From an optimization exercise on the open Yosys and OpenROAD flow, aimed at small area; shortcuts taken in it are not production practice. Only simulation tests tie the RTL to the original design; equivalence was not proved. No driver is modelled on the clock port, so clocking that relies on it looks cheaper here than on a real chip.

==> flow/config.mk <==
export PLATFORM = sky130hd
export DESIGN_NAME = pocsag_rx
export DESIGN_NICKNAME = pocsag_rx
export VERILOG_FILES = /design/flow/design.v
export SDC_FILE = /design/flow/constraint.sdc
export NUM_CORES = 4
export LEC_CHECK = 0
export CAP_MARGIN = 20
export CORE_MARGIN = 2
export CORE_UTILIZATION = 65
export CTS_BUF_LIST = sky130_fd_sc_hd__clkbuf_16
export CTS_CLUSTER_DIAMETER = 80
export CTS_CLUSTER_SIZE = 33
export GPL_ROUTABILITY_DRIVEN = 0
export GPL_TIMING_DRIVEN = 0
export PLACE_DENSITY = 0.75
export SLEW_MARGIN = 20
==> flow/standard.sh <==
#!/bin/bash
# synth_recipe.tcl (not shown) runs the flow's synth.tcl, then flattens the netlist and writes it again
# the make line also repeats each setting of config.mk as NAME=value (left out here)
make -C /OpenROAD-flow-scripts/flow DESIGN_CONFIG=/design/flow/config.mk WORK_HOME=/design/flow/orfs CLKGATE_MAP_FILE= SYNTH_SCRIPT=/design/flow/synth_recipe.tcl "${@:-finish}"
==> flow/flow/recover.tcl <==
# Between clock tree synthesis and global routing: size cells down where the
# timing allows (OpenROAD's power recovery), then legalize the placement.
set res $::env(RESULTS_DIR)
read_liberty $::env(LIB_FILES)
read_db $res/4_cts.odb
read_sdc $res/4_cts.sdc
source $::env(PLATFORM_DIR)/setRC.tcl
set_dont_use $::env(DONT_USE_CELLS)
estimate_parasitics -placement
report_worst_slack -max
report_design_area
repair_timing -recover_power 100 -setup_margin 0.5 -verbose
detailed_placement
check_placement -verbose
estimate_parasitics -placement
report_worst_slack -max
report_check_types -max_slew -max_capacitance -violators
report_design_area
write_db $res/4_cts.odb
==> flow/design.v <==
module pocsag_slicer (
    input  wire        clk,
    input  wire        rst,
    input  wire        in_valid,
    input  wire [15:0] in_sample,
    output reg         bit_valid,
    output wire        bit_val
);
    reg  [22:0] mag_acc;
    reg  [17:0] bit_sum;
    reg  [1:0]  samp_cnt;
    wire        v   = in_valid;
    wire        neg = in_sample[15];
    wire [22:0] op_b = {{7{v}}, ~mag_acc[22:7] & {16{v}}};
    wire [22:0] op_c = {7'd0, (in_sample ^ {16{neg}}) & {16{v}}};
    wire [22:0] cs_s = mag_acc ^ op_b ^ op_c;
    wire [23:0] cs_c = {(mag_acc & op_b) | (mag_acc & op_c) | (op_b & op_c), neg & v};
    wire [22:0] mag_next;
    wire [23:0] mc;
    assign mc[0] = v;
    genvar k;
    generate
        for (k = 0; k < 23; k = k + 1) begin : g_mag
            assign mag_next[k] = cs_s[k] ^ cs_c[k] ^ mc[k];
            assign mc[k + 1]   = (cs_s[k] & cs_c[k]) | (cs_s[k] & mc[k]) | (cs_c[k] & mc[k]);
        end
    endgenerate
    wire        first = (samp_cnt == 2'd0);
    wire [17:0] acc   = bit_sum & {18{~first}};
    wire [17:0] op_s  = {{2{neg}}, in_sample} & {18{v}};
    wire [17:0] sum_next;
    wire [18:0] sc;
    assign sc[0] = 1'b0;
    generate
        for (k = 0; k < 18; k = k + 1) begin : g_sum
            assign sum_next[k] = acc[k] ^ op_s[k] ^ sc[k];
            assign sc[k + 1]   = (acc[k] & op_s[k]) | (acc[k] & sc[k]) | (op_s[k] & sc[k]);
        end
    endgenerate
    wire [16:0] mq = mag_acc[22:6];
    wire [17:0] gc;
    assign gc[0] = 1'b0;
    generate
        for (k = 0; k < 17; k = k + 1) begin : g_cmp
            assign gc[k + 1] = (bit_sum[k] & ~mq[k]) | (bit_sum[k] & gc[k]) | (~mq[k] & gc[k]);
        end
    endgenerate
    assign bit_val = ~bit_sum[17] & gc[17];
    always @(posedge clk)
        bit_sum <= sum_next;
    always @(posedge clk) begin
        if (rst) begin
            mag_acc  <= 23'd0;
            samp_cnt <= 2'd0;
            bit_valid <= 1'b0;
        end else begin
            mag_acc  <= mag_next;
            bit_valid <= v & (&samp_cnt);
            if (v)
                samp_cnt <= samp_cnt + 2'd1;
        end
    end
endmodule
module pocsag_bch (
    input  wire [31:0] cw_in,
    output wire [31:0] cw_out,
    output wire        fail
);
    localparam [32*11-1:0] SYN_TAB = {
        11'h769, 11'h3B5, 11'h1DB, 11'h785, 11'h3C3, 11'h689, 11'h345, 11'h1A3,
        11'h7B9, 11'h3DD, 11'h1EF, 11'h79F, 11'h4A7, 11'h53B, 11'h5F5, 11'h2FB,
        11'h615, 11'h30B, 11'h6ED, 11'h377, 11'h6D3, 11'h401, 11'h201, 11'h101,
        11'h081, 11'h041, 11'h021, 11'h011, 11'h009, 11'h005, 11'h003, 11'h001
    };
    wire [10:0] syn;
    wire x0 = cw_in[20] ^ cw_in[22];
    wire x1 = cw_in[13] ^ cw_in[17];
    wire x2 = cw_in[21] ^ cw_in[29];
    wire x3 = cw_in[12] ^ cw_in[16];
    wire x4 = cw_in[23] ^ cw_in[31];
    wire x5 = cw_in[30] ^ x0;
    wire x6 = cw_in[28] ^ x5;
    wire x7 = cw_in[27] ^ x2;
    wire x8 = cw_in[19] ^ x1;
    wire x9 = cw_in[18] ^ x4;
    wire x10 = cw_in[11] ^ x3;
    wire x11 = cw_in[25] ^ x6;
    wire x12 = cw_in[24] ^ x7;
    wire x13 = cw_in[14] ^ x12;
    wire x14 = cw_in[15] ^ x11;
    wire x15 = cw_in[26] ^ x8;
    wire x16 = x9 ^ x15;
    wire x17 = cw_in[2] ^ x14;
    wire x18 = cw_in[14] ^ cw_in[26];
    wire x19 = cw_in[13] ^ x18;
    wire x20 = cw_in[6] ^ x10;
    wire x21 = cw_in[10] ^ x16;
    wire x22 = cw_in[8] ^ x13;
    wire x23 = cw_in[18] ^ x10;
    wire x24 = cw_in[21] ^ x8;
    wire x25 = cw_in[0] ^ cw_in[1];
    wire x26 = cw_in[3] ^ cw_in[4];
    wire x27 = cw_in[5] ^ cw_in[7];
    wire x28 = cw_in[9] ^ x17;
    wire x29 = x20 ^ x21;
    wire x30 = x22 ^ x25;
    wire x31 = x26 ^ x27;
    wire x32 = x28 ^ x29;
    wire x33 = x30 ^ x31;
    wire x34 = x32 ^ x33;
    wire x35 = cw_in[1] ^ cw_in[19];
    wire x36 = cw_in[20] ^ x13;
    wire x37 = x23 ^ x35;
    wire x38 = x36 ^ x37;
    wire x39 = cw_in[12] ^ x17;
    wire x40 = x24 ^ x39;
    wire x41 = cw_in[3] ^ cw_in[16];
    wire x42 = x0 ^ x2;
    wire x43 = x9 ^ x19;
    wire x44 = x41 ^ x42;
    wire x45 = x43 ^ x44;
    wire x46 = cw_in[4] ^ cw_in[15];
    wire x47 = cw_in[17] ^ cw_in[23];
    wire x48 = cw_in[29] ^ x5;
    wire x49 = x23 ^ x46;
    wire x50 = x47 ^ x48;
    wire x51 = x49 ^ x50;
    wire x52 = cw_in[5] ^ cw_in[24];
    wire x53 = cw_in[30] ^ x3;
    wire x54 = x9 ^ x24;
    wire x55 = x52 ^ x53;
    wire x56 = x54 ^ x55;
    wire x57 = cw_in[22] ^ cw_in[25];
    wire x58 = cw_in[31] ^ x1;
    wire x59 = x7 ^ x20;
    wire x60 = x57 ^ x58;
    wire x61 = x59 ^ x60;
    wire x62 = cw_in[7] ^ cw_in[11];
    wire x63 = cw_in[16] ^ cw_in[23];
    wire x64 = x6 ^ x12;
    wire x65 = x15 ^ x62;
    wire x66 = x63 ^ x64;
    wire x67 = x65 ^ x66;
    wire x68 = cw_in[12] ^ cw_in[17];
    wire x69 = x9 ^ x11;
    wire x70 = x22 ^ x68;
    wire x71 = x69 ^ x70;
    wire x72 = cw_in[9] ^ cw_in[27];
    wire x73 = x4 ^ x10;
    wire x74 = x14 ^ x19;
    wire x75 = x72 ^ x73;
    wire x76 = x74 ^ x75;
    wire x77 = cw_in[11] ^ cw_in[15];
    wire x78 = cw_in[20] ^ cw_in[28];
    wire x79 = x21 ^ x77;
    wire x80 = x78 ^ x79;
    assign syn[0] = x34;
    assign syn[1] = x38;
    assign syn[2] = x40;
    assign syn[3] = x45;
    assign syn[4] = x51;
    assign syn[5] = x56;
    assign syn[6] = x61;
    assign syn[7] = x67;
    assign syn[8] = x71;
    assign syn[9] = x76;
    assign syn[10] = x80;
    wire [7:0]  da;
    wire [7:0]  db;
    wire [15:0] dc;
    genvar i;
    generate
        for (i = 0; i < 8; i = i + 1) begin : g_dab
            assign da[i] = (syn[10:8] == i);
            assign db[i] = (syn[7:5] == i);
        end
        for (i = 0; i < 16; i = i + 1) begin : g_dc
            assign dc[i] = syn[0] & (syn[4:1] == i);
        end
    endgenerate
    wire [31:0] flip;
    generate
        for (i = 0; i < 32; i = i + 1) begin : g_flip
            localparam [10:0] S = SYN_TAB[i*11 +: 11];
            assign flip[i] = da[S[10:8]] & db[S[7:5]] & dc[S[4:1]];
        end
    endgenerate
    assign cw_out = cw_in ^ flip;
    assign fail   = (syn != 11'd0) & ~(|flip);
endmodule
module pocsag_rx (
    input  wire        clk,
    input  wire        rst,
    input  wire        in_valid,
    input  wire [15:0] in_sample,
    output wire        pre_found,
    output wire        sync_found,
    output wire        out_valid,
    output wire [3:0]  out_index,
    output wire [31:0] out_word,
    output wire        out_fail,
    output wire        out_addr
);
    localparam PRE_MIN_T = 519;
    localparam [31:0]  KMP_P  = 32'h1BA84B3E;
    localparam [159:0] KMP_FB = {5'd2, 5'd2, 5'd4, 5'd1, 5'd1, 5'd5, 5'd1, 5'd1,
                                 5'd1, 5'd3, 5'd1, 5'd3, 5'd1, 5'd2, 5'd2, 5'd2,
                                 5'd3, 5'd1, 5'd2, 5'd3, 5'd1, 5'd4, 5'd1, 5'd1,
                                 5'd2, 5'd0, 5'd1, 5'd1, 5'd1, 5'd1, 5'd1, 5'd0};
    localparam [1:0] S_PRE   = 2'd0,
                     S_SYNC  = 2'd1,
                     S_BATCH = 2'd2;
    wire bit_valid, bit_val;
    pocsag_slicer u_slicer (
        .clk       (clk),
        .rst       (rst),
        .in_valid  (in_valid),
        .in_sample (in_sample),
        .bit_valid (bit_valid),
        .bit_val   (bit_val)
    );
    reg  [1:0]  state;
    reg  [5:0]  cnt;       
    reg  [3:0]  rnd;       
    reg         full;      
    reg  [9:0]  ptrans;
    reg         prev;      
    reg         arm;       
    reg         act;       
    reg  [3:0]  ph;
    reg  [3:0]  stg;       
    reg  [3:0]  pf;        
    reg  [15:0] ring [0:35];
    wire in_pre   = (state == S_PRE);
    wire in_sync  = (state == S_SYNC);
    wire [3:0] grp = cnt[5:2];    
    wire [1:0] c4  = cnt[1:0];
    wire [35:0] taps;
    genvar g;
    generate
        for (g = 0; g < 36; g = g + 1) begin : g_tap
            assign taps[g] = ring[g][0];
        end
    endgenerate
    reg  [8:0] dg;         
    integer r;
    always @* begin
        for (r = 0; r < 9; r = r + 1)
            dg[r] = (grp == r);
    end
    wire [8:0] dg_e   = in_sync ? 9'd1 : dg;
    wire [8:0] dprv   = {in_pre & dg_e[0], dg_e[8] | (~in_pre & dg_e[0]), dg_e[7:1]};
    wire [1:0] c4_e   = in_sync ? 2'd0 : c4;
    wire [3:0] dph    = rnd - ph;      
    wire       ok_cur = (dph == 4'd1);
    wire       ok_prv = dg_e[0] ? (dph == 4'd2) : ok_cur;
    reg  [3:0] wcur, wold;
    always @* begin
        for (r = 0; r < 4; r = r + 1) begin
            wcur[r] = (r < c4_e) & ok_cur;
            wold[r] = (r >= c4_e) & ok_prv;
        end
    end
    reg  [35:0] we;
    always @* begin
        for (r = 0; r < 36; r = r + 1)
            we[r] = (wcur[r % 4] & dg_e[r / 4]) | (wold[r % 4] & dprv[r / 4]);
    end
    wire [8:0] dnx    = {dg[7:0], dg[8]};
    wire       at_cur = (dph == 4'd0);
    wire       at_nxt = dg[8] ? (dph == 4'd15) : at_cur;
    reg  [3:0] fhit;
    reg  [3:0] ftap;
    integer q;
    always @* begin
        for (r = 0; r < 4; r = r + 1) begin
            ftap[r] = 1'b0;
            for (q = 0; q < 9; q = q + 1)
                ftap[r] = ftap[r] | (taps[4 * q + r] & ((r > c4) ? dg[q] : dnx[q]));
            fhit[r] = (r > c4) ? at_cur : at_nxt;
        end
    end
    wire [1:0] rs        = c4 + 2'd1;
    wire       full_n    = full | ((rnd == 4'd15) & (cnt == 6'd35));
    wire       t_sub     = full_n & (fhit[rs] ? ftap[rs] : pf[rs]);
    wire       t_add     = bit_val ^ prev;
    wire       p_step    = t_add ^ t_sub;
    wire       p_down    = t_sub;
    wire [10:0] p_c;
    wire [9:0] ptrans_n;
    assign p_c[0] = p_step;
    genvar pk;
    generate
        for (pk = 0; pk < 10; pk = pk + 1) begin : g_pt
            assign ptrans_n[pk] = ptrans[pk] ^ p_c[pk];
            assign p_c[pk + 1]  = p_c[pk] & (ptrans[pk] ^ p_down);
        end
    endgenerate
    wire       pre_match = full_n & (ptrans_n >= PRE_MIN_T);
    wire       kmp_hit   = (bit_val == KMP_P[cnt[4:0]]);
    wire       sync_hit  = kmp_hit & (&cnt[4:0]);
    wire       lane_in   = in_pre ? (bit_val ^ prev) : bit_val;
    wire       store     = bit_valid & ~in_sync;
    integer j;
    always @(posedge clk) begin
        for (j = 0; j < 36; j = j + 1) begin
            ring[j][15:1] <= ring[j][14:0];
            ring[j][0]    <= we[j] ? stg[j % 4] : ring[j][15];
        end
        for (r = 0; r < 4; r = r + 1) begin
            if (fhit[r])
                pf[r] <= ftap[r];
            if (store && c4 == r)
                stg[r] <= lane_in;
        end
    end
    always @(posedge clk) begin
        if (rst) begin
            state      <= S_PRE;
            cnt        <= 6'd0;
            rnd        <= 4'd0;
            full       <= 1'b0;
            ptrans     <= 10'd0;
            prev       <= 1'b0;
            arm        <= 1'b0;
            act        <= 1'b0;
            ph         <= 4'd0;
        end else begin
            ph         <= ph + 4'd1;
            if (arm && ph == 4'd0) begin
                arm <= 1'b0;
                act <= 1'b1;
            end
            if (act && ph == 4'd15)
                act <= 1'b0;
            if (bit_valid) begin
                case (state)
                    S_PRE: begin
                        prev   <= bit_val;
                        ptrans <= ptrans_n;
                        full   <= full_n;
                        if (pre_match) begin
                            state <= S_SYNC;
                            cnt   <= 6'd0;
                            rnd   <= 4'd0;
                        end else if (cnt == 6'd35) begin
                            cnt <= 6'd0;
                            rnd <= rnd + 4'd1;
                        end else begin
                            cnt <= cnt + 6'd1;
                        end
                    end
                    S_SYNC: begin
                        cnt[4:0] <= kmp_hit ? cnt[4:0] + 5'd1 : KMP_FB[cnt[4:0]*5 +: 5];
                        if (sync_hit) begin
                            state      <= S_BATCH;
                        end
                    end
                    default: begin
                        cnt[4:0] <= cnt[4:0] + 5'd1;
                        if (&cnt[4:0]) begin
                            rnd <= rnd + 4'd1;
                            if (rnd == 4'd15) begin
                                state <= S_SYNC;
                                arm   <= 1'b1;
                            end
                        end
                    end
                endcase
            end
        end
    end
    wire [31:0] raw;
    generate
        for (g = 0; g < 32; g = g + 1) begin : g_raw
            assign raw[31 - g] = taps[g];
        end
    endgenerate
    pocsag_bch u_bch (
        .cw_in  (raw),
        .cw_out (out_word),
        .fail   (out_fail)
    );
    assign pre_found  = bit_valid & in_pre & pre_match;
    assign sync_found = bit_valid & in_sync & sync_hit;
    assign out_valid  = act | (arm & (ph == 4'd0));
    assign out_index  = ph;
    assign out_addr  = ~raw[31];
endmodule
==> flow/flow/run.sh <==
#!/bin/bash
set -euo pipefail
W=$PWD
sed 's|^\( *\)log_cmd abc {\*}$abc_args$|\1log_cmd abc {*}[lreplace $abc_args 1 1 $::env(AREA_ABC_SCRIPT)]|' \
  "$FLOW_HOME/scripts/synth.tcl" > "$W/synth_area_orfs.tcl"
grep -q 'AREA_ABC_SCRIPT' "$W/synth_area_orfs.tcl"
sed "s|source \$::env(SCRIPTS_DIR)/synth.tcl|source $W/synth_area_orfs.tcl|" synth_recipe.tcl > "$W/synth_area.tcl"
grep -q "source $W/synth_area_orfs.tcl" "$W/synth_area.tcl"
export AREA_ABC_SCRIPT=$W/flow/abc_area.script
export BUFFER_PORTS_ARGS="-buffer_cell sky130_fd_sc_hd__buf_1"
export CTS_ARGS="-sink_clustering_enable -repair_clock_nets -sink_clustering_size 33 -sink_clustering_max_diameter 80 -buf_list sky130_fd_sc_hd__clkbuf_16 -dont_use_dummy_load"
bash standard.sh SYNTH_SCRIPT="$W/synth_area.tcl" cts > standard_cts.log 2>&1
R=orfs/results/$FLOW_PLATFORM/pocsag_rx/base
P=$FLOW_HOME/platforms/$FLOW_PLATFORM
DONT_USE=$(make -s -C "$FLOW_HOME" DESIGN_CONFIG="$W/config.mk" WORK_HOME="$W/orfs" print-DONT_USE_CELLS 2>/dev/null | sed -n 's/^DONT_USE_CELLS: //p')
RESULTS_DIR=$R PLATFORM_DIR=$P LIB_FILES=$P/lib/sky130_fd_sc_hd__tt_025C_1v80.lib DONT_USE_CELLS="$DONT_USE" \
  openroad -no_init -exit flow/recover.tcl > recover.log 2>&1
bash standard.sh SYNTH_SCRIPT="$W/synth_area.tcl" finish > standard.log 2>&1
==> flow/constraint.sdc <==
create_clock -name core_clock -period 14.0 [get_ports {clk}]
set_input_delay 2.8000 -clock core_clock [delete_from_list [all_inputs] [get_ports {clk}]]
set_output_delay 2.8000 -clock core_clock [all_outputs]
set_load 0.01 [all_outputs]
==> flow/flow/abc_area.script <==
&get -n
&st
&dch -f
&nf -a -R 1000
&st
&syn2
&dch -f
&nf -a -R 1000
&st
&syn2
&dch -f
&nf -a -R 1000
&st
&syn2
&dch -f
&nf -a -R 1000
&st
&deepsyn -T 60
&dch -f
&nf -a -R 1000
&st
&deepsyn -T 60
&dch -f
&nf -a -R 1000
&put
==> impl_metrics.ini <==
[run_status]
status = no timing/DRC/antenna violations

[power]
p_seq_share_pct = 63.8
intPower_w = 0.00241
power.net_switching_w = 0.000711
fin_total_pwr_w = 0.00312
clkPwrFrac_pct = 25.9
p_per_area_nw_per_um2 = 152
total_leakage_power_nw = 8.01
vdd_drop_max_mv = 0.137
p_sw_share_pct = 22.8
power_frac_comb_pct = 10.3

[cts]
clkSlewWorstSetupHoldPaths_ps = 110
clock-sinks = 658
cts_setup_buffers = 0
cts_made_buffers = 24
clock_latency_ps = 570
cts_resized = 0
cts_root_buf = clkbuf_16
cts.htree.levels = 1
hold_buffers = 0
cts_tree = done
clock_path_buffers = 3

[timing]
skew_ps = 53.5
worst_pin_slew_ps = 908
slew_violations = 0
fin_crit_ps = 12500
max_freq_mhz = 80.0
setup_viol_count_final = 0
fin_crit_sh_pct = 89.3
finalHoldViolations = 0
rsz0062_at_grt = false
relSlewSlack_pct = 39.1
tns_ps = 0

[drt]
firstDrtPassIters = 8
routed_via_density = 5.40
wirelength_mm = 34.5
wl_per_cell_um = 17.6
num_vias = 10542
remaining_drc_errors = 0
initialDrtViolationCount = 927
ant_nets = 0

[yosys]
synthXorXnorAreaFrac_pct = 6.49
ys_types = 50
yosysTopAreaCellShare_pct = 67.9
synth_compound_area_share_pct = 6.05
synthCells = 1484
synthFlopType = dfxtp_1
synthTopCellsByArea = dfxtp_1 68%, fa_1 5.5%, xnor2_1 4.7%, ha_1 2.0%, nor2_1 2.0%
ys_warn_count = 3
synthSimpleGateAreaFrac_pct = 8.42
synth-edff-count = 8
ys_ff_latch = 658
synth.avg_cell_area_um2 = 12.9
syn-num-nets = 1587
synth_top_family_by_area = simple AND/OR/NAND/NOR gates
synth_top_area_cell = dfxtp_1
synth-seq-area-share_pct = 69.1
synthArstFlopShare_pct = 0
yosys.area_share.adder_pct = 7.56
synth.most_common_cell = dfxtp_1
muxShareOfSynthArea_pct = 1.17
ys_top_cells_by_count = 650 x dfxtp_1, 103 x xnor2_1, 100 x nor2_1, 70 x nand2_1, 61 x clkinv_1
netlist_area_um2 = 19200

[worst_setup_path]
cp_top_family = adder cells
cp_num_buf_inv = 3
crit_fanout = 41
ff2ff_path_depth = 31
worstSetupPathType = input port to flop
worst-path-stages = 34
crit_top_cell = fa_1
slowest_stage = nand2_1
cp-end-kind = flop
start_kind = input port
cp.required_ps = 14500
arrival_ps = 13000
max_stage_delay_ps = 650

[floorplanning]
die_h_um = 176
die_area_um2 = 30900
start_util_pct = 66.4
io_pins = 60
core_um2 = 28900
fp-row-count = 62
fp.dieW_um = 176

[global_route]
grt_pass1_vias = 10292
grt_pass1_wl_mm = 55.3
grtUsageTotal_pct = 22.8
grt_max_degree = 42
overflow = 0
antenna_found_initial = 2

[layout]
drive_gt1_share_pct = 1.85
area_growth_syn_to_layout_pct = 6.88
nNetsFinal = 1673

[flow_run]
maxCapViolCount = 0

[placed_design]
portBuffers = 59
dp_hpwl_mm = 24.0

[hold_path]
hold_path_class = flop to flop
hold_depth = 0
[worst paths after layout]
check | from | to | slack [ps]
setup / recovery | in_valid | u_slicer.mag_acc[22] | 1500
hold reg to reg | ring[35][1] | ring[35][2] | 290
setup reg to reg | u_slicer.mag_acc[7] | u_slicer.mag_acc[22] | 4730
hold / removal | ring[35][1] | ring[35][2] | 290
[area by class of cell]
cell class                      instances  area (µm²)
Multi-Input combinational cell        765        5700
Inverter                               61         229
Antenna cell                            1        2.50
Clock buffer                           24         601
Fill cell                            2020        8370
Sequential cell                       658       13300
Timing Repair Buffer                   60         228
Tap cell                              384         480
[power groups by stage]
stage	Clock, W	Sequential [W]	Combinational, W
floorplan	0	0.00201	0.000253
finish	0.000809	0.00199	0.000321
global route	0.000896	0.00200	0.000379
global placement	0	0.00203	0.000305
CTS	0.000829	0.00199	0.000329
detailed placement	0	0.00203	0.000327
[registers in the layout, summed over array words and instances (netlist names), 4 cells and up]
signal and flops:
pf 4, rnd 4, stg 4, ptrans 10
cnt 6, ring 576, u_slicer.mag_acc 23, u_slicer.bit_sum 18
ph 4
[cells by family (layout without fill, tap and decap cells)]
| logic type | after synthesis | after routing |
|---|---|---|
| AO/OA/AOI/OAI | 185 | 185 |
| XOR/XNOR | 142 | 142 |
| adder cells (fa/ha/maj) | 84 | 84 |
| buffers and inverters | 61 | 145 |
| flip-flops | 658 | 658 |
| multiplexers | 20 | 20 |
| other | 0 | 1 |
| AND/OR/NAND/NOR | 334 | 334 |
[per-stage QoR]
| stage | util, % | setup slack (ps) | cells | hold slack (ps) | area [µm²] |
|---|---|---|---|---|---|
| floorplan | - | 2650 | 1484 | 310 | 19200 |
| global placement | 68.9 | 199 | 1927 | 310 | 19900 |
| detailed placement | 69.0 | 944 | 1928 | 312 | 19900 |
| CTS | 71.0 | 1520 | 1952 | 290 | 20500 |
| global route | 71.0 | 1010 | 1952 | 303 | 20500 |
| finish | 71.0 | 1500 | 1953 | 295 | 20500 |
[metal layers]
metal | track usage [%] | share of wire (%) | vias up
met1 | 31.5 | 44 | 4997
met2 | 37.7 | 47 | 360
li1 | - | - | 5064
met5 | 0 | 0 | -
met4 | 7.71 | 4.1 | 0
met3 | 2.66 | 5.2 | 121
[cell usage in the layout, fill, tap and decap left out, types with 33 or more instances in the layout]
cell / count
dfxtp_1: 649
xnor2_1: 103
nor2_1: 100
nand2_1: 70
clkinv_1: 61
buf_1: 57
a21oi_1: 54
fa_1: 53
o21ai_0: 51
xor2_1: 39
nor2b_1: 33

[port drivers added, routing unchanged]
How much do the figures lean on ideal ports? The routed layout below was timed once more, with nothing changed but the port constraints.
Step 1, drivers: a clkbuf_16 drives clk and a buf_2 each remaining input, both assumed.
Step 2 moves the port delays by t, midway between the first and last clock arrival at a register: inputs arrive t later, outputs are due t later. That takes back most of the time a late clock gives input paths.
a / b / c = no drivers / after step 1 / after step 2; a / b = the first two.
t (ns): 0.591
setup slack, ns: 1.504 / 1.530 / 0.940
slew at the worst register clock pin (ns): 0.12 / 0.12
After both steps this run still meets setup and hold. The setup slack of this run moves by +0.026 ns with the drivers and by -0.564 ns with both steps.
